Background: an optimization exercise with open tools, aiming at small area. Do not read the settings as production practice. For this run, only the layout was checked, not whether the RTL still works. No activity file was given, so power comes from the tool's default toggle rates.

### run.sh
#!/bin/bash
# synth_recipe.tcl (not shown) runs the flow's synth.tcl, then flattens the netlist and writes it again
# the make line also repeats each setting of config.mk as NAME=value (left out here)
make -C /OpenROAD-flow-scripts/flow DESIGN_CONFIG=/design/flow/config.mk WORK_HOME=/design/flow/orfs CLKGATE_MAP_FILE= SYNTH_SCRIPT=/design/flow/synth_recipe.tcl finish
### config.mk
export PLATFORM = sky130hd
export DESIGN_NAME = themis_core
export DESIGN_NICKNAME = themis_core
export VERILOG_FILES = /design/flow/design.v
export SDC_FILE = /design/flow/constraint.sdc
export NUM_CORES = 4
export LEC_CHECK = 0
export CAP_MARGIN = 20
export CORE_MARGIN = 2
export CORE_UTILIZATION = 40
export SLEW_MARGIN = 20
### constraint.sdc
create_clock -name core_clock -period 12.0 [get_ports {clk}]
set_input_delay 2.4000 -clock core_clock [delete_from_list [all_inputs] [get_ports {clk}]]
set_output_delay 2.4000 -clock core_clock [all_outputs]
set_load 0.01 [all_outputs]
### design.v
module themis_note_table (
    input  wire       sel_b,    
    input  wire [7:0] note,
    output reg  [11:0] code
);
    reg [11:0] base;
    always @(*) begin
        case (note)
            8'd36: base = 12'd100;
            8'd37: base = 12'd200;
            8'd38: base = 12'd300;
            8'd39: base = 12'd400;
            8'd40: base = 12'd500;
            8'd41: base = 12'd600;
            8'd42: base = 12'd700;
            8'd43: base = 12'd800;
            8'd44: base = 12'd900;
            8'd45: base = 12'd1000;
            8'd46: base = 12'd1100;
            8'd47: base = 12'd1200;
            8'd48: base = 12'd1300;
            8'd49: base = 12'd1400;
            8'd50: base = 12'd1500;
            8'd51: base = 12'd1600;
            8'd52: base = 12'd1700;
            8'd53: base = 12'd1800;
            8'd54: base = 12'd1900;
            8'd55: base = 12'd2000;
            8'd56: base = 12'd2100;
            8'd57: base = 12'd2200;
            8'd58: base = 12'd2300;
            8'd59: base = 12'd2400;
            8'd60: base = 12'd2500;
            8'd61: base = 12'd2600;
            8'd62: base = 12'd2700;
            8'd63: base = 12'd2800;
            8'd64: base = 12'd2900;
            8'd65: base = 12'd3000;
            8'd66: base = 12'd3100;
            8'd67: base = 12'd3200;
            8'd68: base = 12'd3300;
            8'd69: base = 12'd3400;
            8'd70: base = 12'd3500;
            8'd71: base = 12'd3600;
            default: base = 12'd0;
        endcase
        if (base != 12'd0 && sel_b)
            code = base + 12'd5;
        else
            code = base;
    end
endmodule
module themis_div (
    input  wire        clk,
    input  wire        rst,
    input  wire        start,
    input  wire [47:0] dividend,
    input  wire [15:0] divisor,
    output reg         done,
    output wire [47:0] quotient
);
    reg [47:0] q;
    reg [15:0] rem;
    reg [15:0] dvs;
    reg [5:0]  cnt;
    reg        running;
    wire [16:0] r_sh = {rem, q[47]};
    wire [17:0] diff = {1'b0, r_sh} - {2'b00, dvs};
    wire        fits = ~diff[17];
    assign quotient = q;
    always @(posedge clk) begin
        if (rst) begin
            running <= 1'b0;
            done    <= 1'b0;
            cnt     <= 6'd0;
        end else begin
            done <= 1'b0;
            if (start) begin
                q       <= dividend;
                rem     <= 16'd0;
                dvs     <= divisor;
                cnt     <= 6'd48;
                running <= 1'b1;
            end else if (running) begin
                rem <= fits ? diff[15:0] : r_sh[15:0];
                q   <= {q[46:0], fits};
                cnt <= cnt - 6'd1;
                if (cnt == 6'd1) begin
                    running <= 1'b0;
                    done    <= 1'b1;
                end
            end
        end
    end
endmodule
module themis_core (
    input  wire        clk,
    input  wire        rst,
    input  wire        ev_valid,
    output wire        ev_ready,
    input  wire [25:0] ev_word,
    output reg         tx_valid,
    output reg         tx_bank,
    output reg  [15:0] tx_word,
    output wire [1:0]  bank_sel,
    output wire [3:0]  trig,
    output reg  [31:0] overlap_faults
);
    localparam [4:0] K_LAST      = 5'd19;    
    localparam [4:0] DRUM_PULSE  = 5'd20;
    localparam [3:0] DRUM_CH     = 4'd9;
    localparam [1:0] ST_IDLE    = 2'd0;
    localparam [1:0] ST_ATTACK  = 2'd1;
    localparam [1:0] ST_DECAY   = 2'd2;
    localparam [1:0] ST_RELEASE = 2'd3;
    localparam [1:0] SEQ_NOTEON  = 2'd0;
    localparam [1:0] SEQ_NOTEOFF = 2'd1;
    localparam [1:0] SEQ_VCA_AD  = 2'd2;
    localparam [1:0] SEQ_VCF_AD  = 2'd3;
    localparam [1:0] F_IDLE  = 2'd0;
    localparam [1:0] F_START = 2'd1;
    localparam [1:0] F_WAIT  = 2'd2;
    reg [6:0] a_att, a_dec, a_rel, f_att, f_dec, f_rel;
    reg [7:0] a_sus, f_sus;
    reg [6:0] a_vs, f_vs, kbd, env_amt, cutoff;
    reg [7:0] midi_note, midi_vel;
    reg [1:0]  vca_st;
    reg [31:0] vca_lvl, vca_tgt, vca_dlt;
    reg [1:0]         vcf_st;
    reg signed [31:0] vcf_lvl, vcf_tgt, vcf_dlt, vcf_shift;
    reg [7:0]         vcf_el, vcf_ttt;
    reg [4:0] drum_cnt0, drum_cnt1, drum_cnt2, drum_cnt3;
    reg [4:0] phase;
    reg       busy;
    reg       sel_bank;
    reg [1:0] fsm;
    reg [1:0] seq;
    reg [2:0] op;
    assign ev_ready = (fsm == F_IDLE);
    assign bank_sel = busy ? (sel_bank ? 2'b10 : 2'b01) : 2'b00;
    assign trig     = {drum_cnt3 != 5'd0, drum_cnt2 != 5'd0,
                       drum_cnt1 != 5'd0, drum_cnt0 != 5'd0};
    wire       accept = ev_valid && ev_ready;
    wire [1:0] tag    = ev_word[25:24];
    wire [3:0] kind   = ev_word[23:20];
    wire [3:0] chan   = ev_word[19:16];
    wire [7:0] d1     = ev_word[15:8];
    wire [7:0] d2     = ev_word[7:0];
    wire [6:0] cc_val = d2[7] ? 7'd127 : d2[6:0];
    wire ev_midi  = accept && (tag == 2'd0);
    wire ev_tick  = accept && (tag == 2'd1);
    wire ev_done  = accept && (tag == 2'd2);
    wire ev_reset = accept && (tag == 2'd3);
    wire is_drum    = ev_midi && (kind == 4'h9) && (chan == DRUM_CH);
    wire is_noteon  = ev_midi && (kind == 4'h9) && (chan != DRUM_CH);
    wire is_noteoff = ev_midi && (kind == 4'h8);
    wire is_cc      = ev_midi && (kind == 4'hB);
    wire signed [31:0] cutoff_fx = {4'd0, cutoff, 21'd0};    
    wire [11:0] pitch_a, pitch_b;
    themis_note_table u_tab_a (.sel_b(1'b0), .note(midi_note), .code(pitch_a));
    themis_note_table u_tab_b (.sel_b(1'b1), .note(midi_note), .code(pitch_b));
    wire [32:0] vca_sum = {1'b0, vca_lvl} + {1'b0, vca_dlt};
    wire [31:0] vca_add = vca_sum[32] ? 32'hFFFF_FFFF : vca_sum[31:0];
    wire [32:0] vca_sub = {1'b0, vca_lvl} - {1'b0, vca_dlt};
    wire        vca_sub_neg = vca_sub[32];
    reg [1:0]  vca_st_n;
    reg [31:0] vca_lvl_n;
    reg        vca_emit;
    reg [31:0] vca_emit_lvl;
    reg        vca_to_decay;
    always @(*) begin
        vca_st_n     = vca_st;
        vca_lvl_n    = vca_lvl;
        vca_emit     = 1'b0;
        vca_emit_lvl = vca_lvl;
        vca_to_decay = 1'b0;
        case (vca_st)
            ST_ATTACK: begin
                vca_emit     = 1'b1;
                vca_emit_lvl = vca_lvl;
                vca_lvl_n    = vca_add;
                vca_to_decay = (vca_add >= vca_tgt);
            end
            ST_DECAY: begin
                if (vca_lvl > vca_tgt) begin
                    if (vca_sub_neg || vca_sub[31:0] <= vca_tgt)
                        vca_lvl_n = vca_tgt;
                    else
                        vca_lvl_n = vca_sub[31:0];
                    vca_emit     = 1'b1;
                    vca_emit_lvl = vca_lvl_n;
                end
            end
            ST_RELEASE: begin
                if (vca_lvl == 32'd0) begin
                    vca_st_n = ST_IDLE;
                end else begin
                    if (vca_sub_neg || vca_sub[31:0] == 32'd0) begin
                        vca_lvl_n = 32'd0;
                        vca_st_n  = ST_IDLE;
                    end else begin
                        vca_lvl_n = vca_sub[31:0];
                    end
                    vca_emit     = 1'b1;
                    vca_emit_lvl = vca_lvl_n;
                end
            end
            default: ;
        endcase
    end
    wire signed [31:0] vcf_sum = vcf_lvl + vcf_dlt;
    wire [7:0]         vcf_el1 = vcf_el + 8'd1;
    reg [1:0]         vcf_st_n;
    reg signed [31:0] vcf_lvl_n;
    reg [7:0]         vcf_el_n;
    reg               vcf_emit;
    reg signed [31:0] vcf_emit_lvl;
    reg               vcf_to_decay;
    always @(*) begin
        vcf_st_n     = vcf_st;
        vcf_lvl_n    = vcf_lvl;
        vcf_el_n     = vcf_el;
        vcf_emit     = 1'b0;
        vcf_emit_lvl = vcf_lvl;
        vcf_to_decay = 1'b0;
        case (vcf_st)
            ST_ATTACK: begin
                vcf_emit     = 1'b1;
                vcf_emit_lvl = vcf_lvl;
                vcf_lvl_n    = vcf_sum;
                vcf_el_n     = vcf_el1;
                vcf_to_decay = (vcf_el1 >= vcf_ttt);
            end
            ST_DECAY, ST_RELEASE: begin
                if (vcf_el >= vcf_ttt) begin
                    if (vcf_st == ST_RELEASE)
                        vcf_st_n = ST_IDLE;
                end else begin
                    vcf_el_n = vcf_el1;
                    if (vcf_el1 >= vcf_ttt) begin
                        vcf_lvl_n = vcf_tgt;
                        if (vcf_st == ST_RELEASE)
                            vcf_st_n = ST_IDLE;
                    end else begin
                        vcf_lvl_n = vcf_sum;
                    end
                    vcf_emit     = 1'b1;
                    vcf_emit_lvl = vcf_lvl_n;
                end
            end
            default: ;
        endcase
    end
    wire [15:0] vca_code_raw = vca_emit_lvl[31:16];
    wire [11:0] vca_code     = (vca_code_raw > 16'd4095) ? 12'd4095 : vca_code_raw[11:0];
    wire signed [31:0] vcf_out      = vcf_emit_lvl + vcf_shift;
    wire signed [15:0] vcf_code_raw = vcf_out[31:16];
    wire [11:0] vcf_code = vcf_code_raw[15]              ? 12'd0 :
                           (vcf_code_raw > 16'sd4095)    ? 12'd4095 :
                                                           vcf_code_raw[11:0];
    reg        emit;
    reg        emit_bank;
    reg [15:0] emit_word;
    always @(*) begin
        emit      = 1'b0;
        emit_bank = 1'b0;
        emit_word = 16'd0;
        case (phase)
            5'd0: begin emit = 1'b1; emit_bank = 1'b0; emit_word = {4'b0011, pitch_a}; end
            5'd1: begin emit = 1'b1; emit_bank = 1'b0; emit_word = {4'b1011, pitch_b}; end
            5'd2: begin emit = vca_emit; emit_bank = 1'b1; emit_word = {4'b0011, vca_code}; end
            5'd3: begin emit = vcf_emit; emit_bank = 1'b1; emit_word = {4'b1011, vcf_code}; end
            default: ;
        endcase
    end
    wire [6:0]  vel_c = midi_vel[7] ? 7'd127 : midi_vel[6:0];
    wire [13:0] vf_a  = (7'd127 - a_vs) * 7'd127 + vel_c * a_vs;    
    wire [13:0] vf_f  = (7'd127 - f_vs) * 7'd127 + vel_c * f_vs;
    wire signed [32:0] d_f_att = {vcf_tgt[31], vcf_tgt} - {cutoff_fx[31], cutoff_fx};
    wire signed [32:0] d_f_lvl = {vcf_tgt[31], vcf_tgt} - {vcf_lvl[31], vcf_lvl};
    wire signed [8:0]  note_off = $signed({1'b0, midi_note}) - 9'sd64;
    wire signed [20:0] kbd_prod = note_off * $signed({1'b0, kbd}) * 21'sd10;
    reg [47:0] dvd;
    reg [15:0] dvs;
    reg        dneg;
    always @(*) begin
        dvd  = 48'd0;
        dvs  = 16'd1;
        dneg = 1'b0;
        case (seq)
            SEQ_NOTEON: case (op)
                3'd0: begin dvd = ({34'd0, vf_a} * 48'd4095) << 16; dvs = 16'd16129; end
                3'd1: begin dvd = {16'd0, vca_tgt} + a_att; dvs = a_att + 16'd1; end
                3'd2: begin dvd = ({34'd0, vf_f} * env_amt) << 21; dvs = 16'd16129; end
                3'd3: begin
                    dneg = d_f_att[32];
                    dvd  = dneg ? {15'd0, -d_f_att} : {15'd0, d_f_att} + f_att;
                    dvs  = f_att + 16'd1;
                end
                default: begin
                    dneg = kbd_prod[20];
                    dvd  = (dneg ? {27'd0, -kbd_prod} : {27'd0, kbd_prod}) << 16;
                    dvs  = 16'd127;
                end
            endcase
            SEQ_NOTEOFF: case (op)
                3'd0: begin dvd = {16'd0, vca_lvl} + a_rel; dvs = a_rel + 16'd1; end
                default: begin
                    dneg = d_f_lvl[32];
                    dvd  = dneg ? {15'd0, -d_f_lvl} : {15'd0, d_f_lvl} + f_rel;
                    dvs  = f_rel + 16'd1;
                end
            endcase
            SEQ_VCA_AD: case (op)
                3'd0: begin dvd = {16'd0, vca_tgt} * a_sus; dvs = 16'd254; end
                default: begin dvd = {16'd0, vca_lvl - vca_tgt} + a_dec; dvs = a_dec + 16'd1; end
            endcase
            default: case (op)
                3'd0: begin
                    dneg = d_f_att[32];
                    dvd  = (dneg ? {15'd0, -d_f_att} : {15'd0, d_f_att}) * f_sus;
                    dvs  = 16'd254;
                end
                default: begin
                    dneg = d_f_lvl[32];
                    dvd  = dneg ? {15'd0, -d_f_lvl} : {15'd0, d_f_lvl} + f_dec;
                    dvs  = f_dec + 16'd1;
                end
            endcase
        endcase
    end
    wire        div_start = (fsm == F_START);
    wire        div_done;
    wire [47:0] div_q;
    reg         res_neg;
    themis_div u_div (
        .clk(clk), .rst(rst), .start(div_start),
        .dividend(dvd), .divisor(dvs),
        .done(div_done), .quotient(div_q)
    );
    wire [31:0] res = res_neg ? (32'd0 - div_q[31:0]) : div_q[31:0];
    wire [2:0]  last_op = (seq == SEQ_NOTEON) ? 3'd4 : 3'd1;
    always @(posedge clk) begin
        tx_valid <= 1'b0;
        if (rst || ev_reset) begin
            a_att <= 7'd9;  a_dec <= 7'd19; a_rel <= 7'd9;
            f_att <= 7'd9;  f_dec <= 7'd19; f_rel <= 7'd9;
            a_sus <= 8'd127; f_sus <= 8'd127;
            a_vs  <= 7'd0;  f_vs  <= 7'd0;  kbd <= 7'd0;
            env_amt <= 7'd64; cutoff <= 7'd32;
            midi_note <= 8'd0; midi_vel <= 8'd0;
            vca_st <= ST_IDLE; vca_lvl <= 32'd0; vca_tgt <= 32'd0; vca_dlt <= 32'd0;
            vcf_st <= ST_IDLE;
            vcf_lvl <= {4'd0, 7'd32, 21'd0};
            vcf_tgt <= {4'd0, 7'd32, 21'd0};
            vcf_dlt <= 32'sd0; vcf_shift <= 32'sd0;
            vcf_el <= 8'd0; vcf_ttt <= 8'd1;
            drum_cnt0 <= 5'd0; drum_cnt1 <= 5'd0; drum_cnt2 <= 5'd0; drum_cnt3 <= 5'd0;
            phase <= 5'd0;
            busy <= 1'b0; sel_bank <= 1'b0;
            overlap_faults <= 32'd0;
            fsm <= F_IDLE; seq <= SEQ_NOTEON; op <= 3'd0;
            res_neg <= 1'b0;
        end else begin
            case (fsm)
                F_IDLE: begin
                    if (ev_tick) begin
                        if (drum_cnt0 != 5'd0) drum_cnt0 <= drum_cnt0 - 5'd1;
                        if (drum_cnt1 != 5'd0) drum_cnt1 <= drum_cnt1 - 5'd1;
                        if (drum_cnt2 != 5'd0) drum_cnt2 <= drum_cnt2 - 5'd1;
                        if (drum_cnt3 != 5'd0) drum_cnt3 <= drum_cnt3 - 5'd1;
                        if (emit) begin
                            if (busy) begin
                                if (overlap_faults != 32'hFFFF_FFFF)
                                    overlap_faults <= overlap_faults + 32'd1;
                            end else begin
                                busy     <= 1'b1;
                                sel_bank <= emit_bank;
                                tx_valid <= 1'b1;
                                tx_bank  <= emit_bank;
                                tx_word  <= emit_word;
                            end
                        end
                        if (phase == 5'd2) begin
                            vca_st  <= vca_st_n;
                            vca_lvl <= vca_lvl_n;
                            if (vca_to_decay) begin
                                vca_st <= ST_DECAY;
                                seq    <= SEQ_VCA_AD;
                                op     <= 3'd0;
                                fsm    <= F_START;
                            end
                        end
                        if (phase == 5'd3) begin
                            vcf_st  <= vcf_st_n;
                            vcf_lvl <= vcf_lvl_n;
                            vcf_el  <= vcf_el_n;
                            if (vcf_to_decay) begin
                                vcf_st  <= ST_DECAY;
                                vcf_el  <= 8'd0;
                                vcf_ttt <= {1'b0, f_dec} + 8'd1;
                                seq     <= SEQ_VCF_AD;
                                op      <= 3'd0;
                                fsm     <= F_START;
                            end
                        end
                        phase <= (phase == K_LAST) ? 5'd0 : phase + 5'd1;
                    end
                    if (ev_done)
                        busy <= 1'b0;
                    if (is_drum) begin
                        case (d1)
                            8'd36: drum_cnt0 <= DRUM_PULSE;
                            8'd38: drum_cnt1 <= DRUM_PULSE;
                            8'd42: drum_cnt2 <= DRUM_PULSE;
                            8'd46: drum_cnt3 <= DRUM_PULSE;
                            default: ;
                        endcase
                    end
                    if (is_noteon) begin
                        midi_note <= d1;
                        midi_vel  <= d2;
                        vca_st    <= ST_ATTACK;
                        vcf_st    <= ST_ATTACK;
                        vcf_el    <= 8'd0;
                        vcf_ttt   <= {1'b0, f_att} + 8'd1;
                        seq       <= SEQ_NOTEON;
                        op        <= 3'd0;
                        fsm       <= F_START;
                    end
                    if (is_noteoff) begin
                        vca_st  <= ST_RELEASE;
                        vca_tgt <= 32'd0;
                        vcf_st  <= ST_RELEASE;
                        vcf_tgt <= cutoff_fx;
                        vcf_el  <= 8'd0;
                        vcf_ttt <= {1'b0, f_rel} + 8'd1;
                        seq     <= SEQ_NOTEOFF;
                        op      <= 3'd0;
                        fsm     <= F_START;
                    end
                    if (is_cc) begin
                        case (d1)
                            8'd20: a_att   <= cc_val;
                            8'd21: a_dec   <= cc_val;
                            8'd22: a_sus   <= {cc_val, 1'b0};
                            8'd23: a_rel   <= cc_val;
                            8'd24: f_att   <= cc_val;
                            8'd25: f_dec   <= cc_val;
                            8'd26: f_sus   <= {cc_val, 1'b0};
                            8'd27: f_rel   <= cc_val;
                            8'd28: a_vs    <= cc_val;
                            8'd29: f_vs    <= cc_val;
                            8'd30: kbd     <= cc_val;
                            8'd31: env_amt <= cc_val;
                            8'd74: cutoff  <= cc_val;
                            default: ;    
                        endcase
                    end
                end
                F_START: begin
                    res_neg <= dneg;
                    fsm     <= F_WAIT;
                end
                F_WAIT: begin
                    if (div_done) begin
                        case (seq)
                            SEQ_NOTEON: case (op)
                                3'd0: vca_tgt   <= res;
                                3'd1: vca_dlt   <= res;
                                3'd2: vcf_tgt   <= res;
                                3'd3: vcf_dlt   <= res;
                                default: vcf_shift <= res;
                            endcase
                            SEQ_NOTEOFF: case (op)
                                3'd0: vca_dlt <= res;
                                default: vcf_dlt <= res;
                            endcase
                            SEQ_VCA_AD: case (op)
                                3'd0: vca_tgt <= res;
                                default: vca_dlt <= res;
                            endcase
                            default: case (op)
                                3'd0: vcf_tgt <= cutoff_fx + res;
                                default: vcf_dlt <= res;
                            endcase
                        endcase
                        if (op == last_op) begin
                            fsm <= F_IDLE;
                        end else begin
                            op  <= op + 3'd1;
                            fsm <= F_START;
                        end
                    end
                end
                default: fsm <= F_IDLE;
            endcase
        end
    end
endmodule
==> metrics.cfg <==
[status]
run_status=timing/DRC/antenna clean

[yosys]
avgSynthCellArea_um2=7.83
synth_seq_cells=527
syn_inst=10100
ys_types=103
yosysTopAreaCell=fa_1
yosysTopAreaCellShare_pct=17.6
yosys_warnings=3
synth-edff-count=88
synthesis.area_um2=79100
synth_area_leaders=fa_1 (18%), ha_1 (12%), dfxtp_1 (11%)
synth-main-ff-cell=dfxtp_1
seq_area_frac_synth_pct=14.5
async_flop_share_pct=0

[cts]
cts_sinks=527
clock_path_buffers=3
cts-buffers-inserted=71
htreeDepth=3
cts_tree=done
clk-insertion-delay-late_ns=0.73
cts.hold.buffers_added=0
path_clk_slew_ns=0.06
cts_root_buf=clkbuf_16

[worst_hold_path]
worst_hold_startpoint=f_sus[0]$_SDFFE_PP1P_
min_path_type=reg2reg

[critical_path]
cpMaxStageDelayCell=fa_1
worst_setup_path_start_kind=flip-flop
cp-end-kind=flip-flop
startpoint=a_vs[2]$_SDFFE_PP0P_
r2r_start=a_vs[2]$_SDFFE_PP0P_
cp.arrival_ns=11.72
path_common_cell=fa_1
cp_max_fo=7
critPathKind=reg2reg
cp.required_ns=12.41
slowest_delay_ns=0.79

[floorplanning]
die_h_um=449
core_um2=197000
ioPinCount=86
num_rows=163
fp.dieW_um=449
initial_core_util_pct=40.2
dieArea_um2=201000

[pwr]
clkPwrFrac_pct=37.0
p_leak_nw=38.5
p_sw_mw=2.21
p_int_mw=3.92
switching_share_pct=36.1
comb_power_share_pct=33.5
power_density_nw_per_um2=71.3
peakVddDrop_v=0.000140
power_frac_seq_pct=29.5

[flow_run]
maxCapViolations=0

[drt]
drt_iter0_markers=8017
via_per_inst=6.00
vias=76300
wl_per_cell_um=26.9
ant_nets=0
drtPass1Iterations=8
wl_um=342000
drc=0

[timing]
fin_ws_ns=0.692
fmax_ghz=0.0884
finClkSkew_ns=0.0531
finalCriticalPeriod_ns=11.31
finalSetupViolations=0
hold_violations=0
max_slew.worst_pin.slew_ns=1.32
slew_viol_final=0
rsz0062_at_grt=no
period_share_pct=94.2
setup_tns_ns=0
slew_headroom_pct=11.7

[placed_design]
io_buffers=84
gp_congestion=1.05
hpwlAfterDp_um=272000
pre_cts_ws_ns=0.441
dpl-instance-area_um2=83400

[grt]
grt_max_degree=147
grt_pass1_wl_um=500000
grt_pass1_vias=73800
grt_use_total_pct=33.1
grt_antenna_before_repair=12
grt-ovfl-total=0

[finish]
syn2layout_area_growth_pct=8.68
nNetsFinal=11500
drive_above_1_share_pct=4.85
stdcell_area_um2=85900

## layout by cell type (no fill, tap or decap), types with 72 or more instances in the layout
| master | instances |
|---|---|
| nand2_1 | 1164 |
| buf_4 | 230 |
| clkbuf_16 | 72 |
| ha_1 | 781 |
| inv_1 | 1083 |
| nand2b_1 | 76 |
| and2_1 | 358 |
| xnor2_1 | 359 |
| nor3_1 | 162 |
| xor2_1 | 254 |
| o211ai_1 | 92 |
| a21o_1 | 154 |
| clkdlybuf4s50_1 | 84 |
| a21oi_1 | 643 |
| nand3_1 | 193 |
| fa_1 | 697 |
| and3_1 | 89 |
| a31oi_1 | 82 |
| a211oi_1 | 244 |
| o21ai_0 | 487 |
| dfxtp_1 | 438 |
| nor2b_1 | 92 |
| edfxtp_1 | 88 |
| nand4_1 | 90 |
| nor2_1 | 853 |
## final cells by class
class / instances / area [um^2]
Timing Repair Buffer: 317 / 2610
Inverter: 1089 / 4090
Sequential cell: 527 / 11400
Tap cell: 2640 / 3300
Antenna cell: 5 / 12.5
Clock inverter: 30 / 402
Clock buffer: 100 / 2040
Fill cell: 19900 / 111000
Multi-Input combinational cell: 8006 / 62100
## metrics by stage
stage	power, mW	utilization, %	hold WS (ns)	instances
final	6.13	43.7	0.457	12700
after global routing	6.44	43.7	0.474	12700
after CTS	6.11	43.6	0.458	12700
after detailed placement	3.84	42.4	0.450	12600
after global placement	3.83	42.4	0.429	12600
after floorplan	3.24	-	0.437	10100
## critical path: cells and delay by family, from the launching register on
family | cells | cell delay [ns]
XOR/XNOR | 1 | 0.17
flip-flops | 1 | 0.35
AND/OR/NAND/NOR | 3 | 0.62
adder cells (fa/ha/maj) | 13 | 6.64
AO/OA/AOI/OAI | 12 | 2.41
buffers and inverters | 8 | 0.87
## cells by family (layout without fill, tap and decap cells)
group | Yosys count | after routing | synth area share [%]
AND/OR/NAND/NOR | 3404 | 3404 | 20.3
AO/OA/AOI/OAI | 2439 | 2439 | 20.2
buffers and inverters | 1574 | 1536 | 7.51
adder cells (fa/ha/maj) | 1479 | 1479 | 30.0
XOR/XNOR | 626 | 626 | 6.95
flip-flops | 527 | 527 | 14.5
multiplexers | 45 | 45 | 0.579
other | 2 | 18 | 0.00950
## repair_timing
item	4_1_cts	5_1_grt
endpoints found under the setup margin	0	5
gates resized for setup	0	7
buffers inserted	0	2
## cells in the mapped netlist, drive strengths merged (92+ instances only)
cell type,instances
fa,697
xnor2,366
nor2b,93
nor2,875
o211ai,92
ha,781
clkbuf,450
and2,362
inv,1084
dfxtp,439
xor2,259
a211oi,248
nand2,1165
nor3,163
a21o,154
a21oi,645
nand3,193
o21ai,493
## flip-flops by register name, indices dropped and copies added (netlist names), 9 cells and up, named ones only
signal,flops
vca_dlt,32
vcf_shift,32
u_div.dvs,9
u_div.q,48
vca_tgt,32
u_div.rem,16
overlap_faults,32
vcf_lvl,32
vca_lvl,32
tx_word,14
vcf_tgt,32
vcf_dlt,32
## metal layers
layer	vias to the layer above	GRT usage (%)	part of all wire [%]	wire, um
li1	34500	-	-	-
met1	37600	43.3	41	141000
met2	3355	51.0	44	149000
met3	810	5.47	7.9	27000
met4	16	20.2	7.4	25200
met5	-	0	0.030	103
## power groups by stage
stage	registers, mW	clock network [mW]	logic, mW
finish	1.81	2.27	2.05
global route	1.80	2.35	2.28
CTS	1.80	2.29	2.01
detailed placement	1.84	0	1.99
global placement	1.84	0	1.99
floorplan	1.84	0	1.40
## final timing paths
path | cells after the start | endpoint | slack (ns)
min reg2reg | 2 | f_sus[0]$_SDFFE_PP1P_ | 0.46
max | 37 | u_div.q[40]$_DFFE_PP_ | 0.69
min | 2 | f_sus[0]$_SDFFE_PP1P_ | 0.46
max reg2reg | 37 | u_div.q[40]$_DFFE_PP_ | 0.69

port drivers added, routing unchanged:
No port has a modelled driver above. Below, the same layout with a new extraction and two added sets of constraints.
Step 1 assumes that a clkbuf_16 drives the clock port and a buf_2 every other input.
Step 2, shift: input delay + t, output delay - t, t = (earliest + latest rising clock arrival at the registers) / 2. This alone moves slack from input paths to output paths.
Slacks: ideal / step 1 / step 2; pairs: ideal / step 1.
t (ns): 0.787
setup slack, ns: 0.692 / 0.692 / 0.692
worst hold slack (ns): 0.457 / 0.457 / 0.457
worst setup path at the end: register to register
pins driven straight from the clock port: 1
After both steps this run still meets setup and hold. The setup slack of this run moves by 0.000 ns with the drivers and by 0.000 ns with both steps.
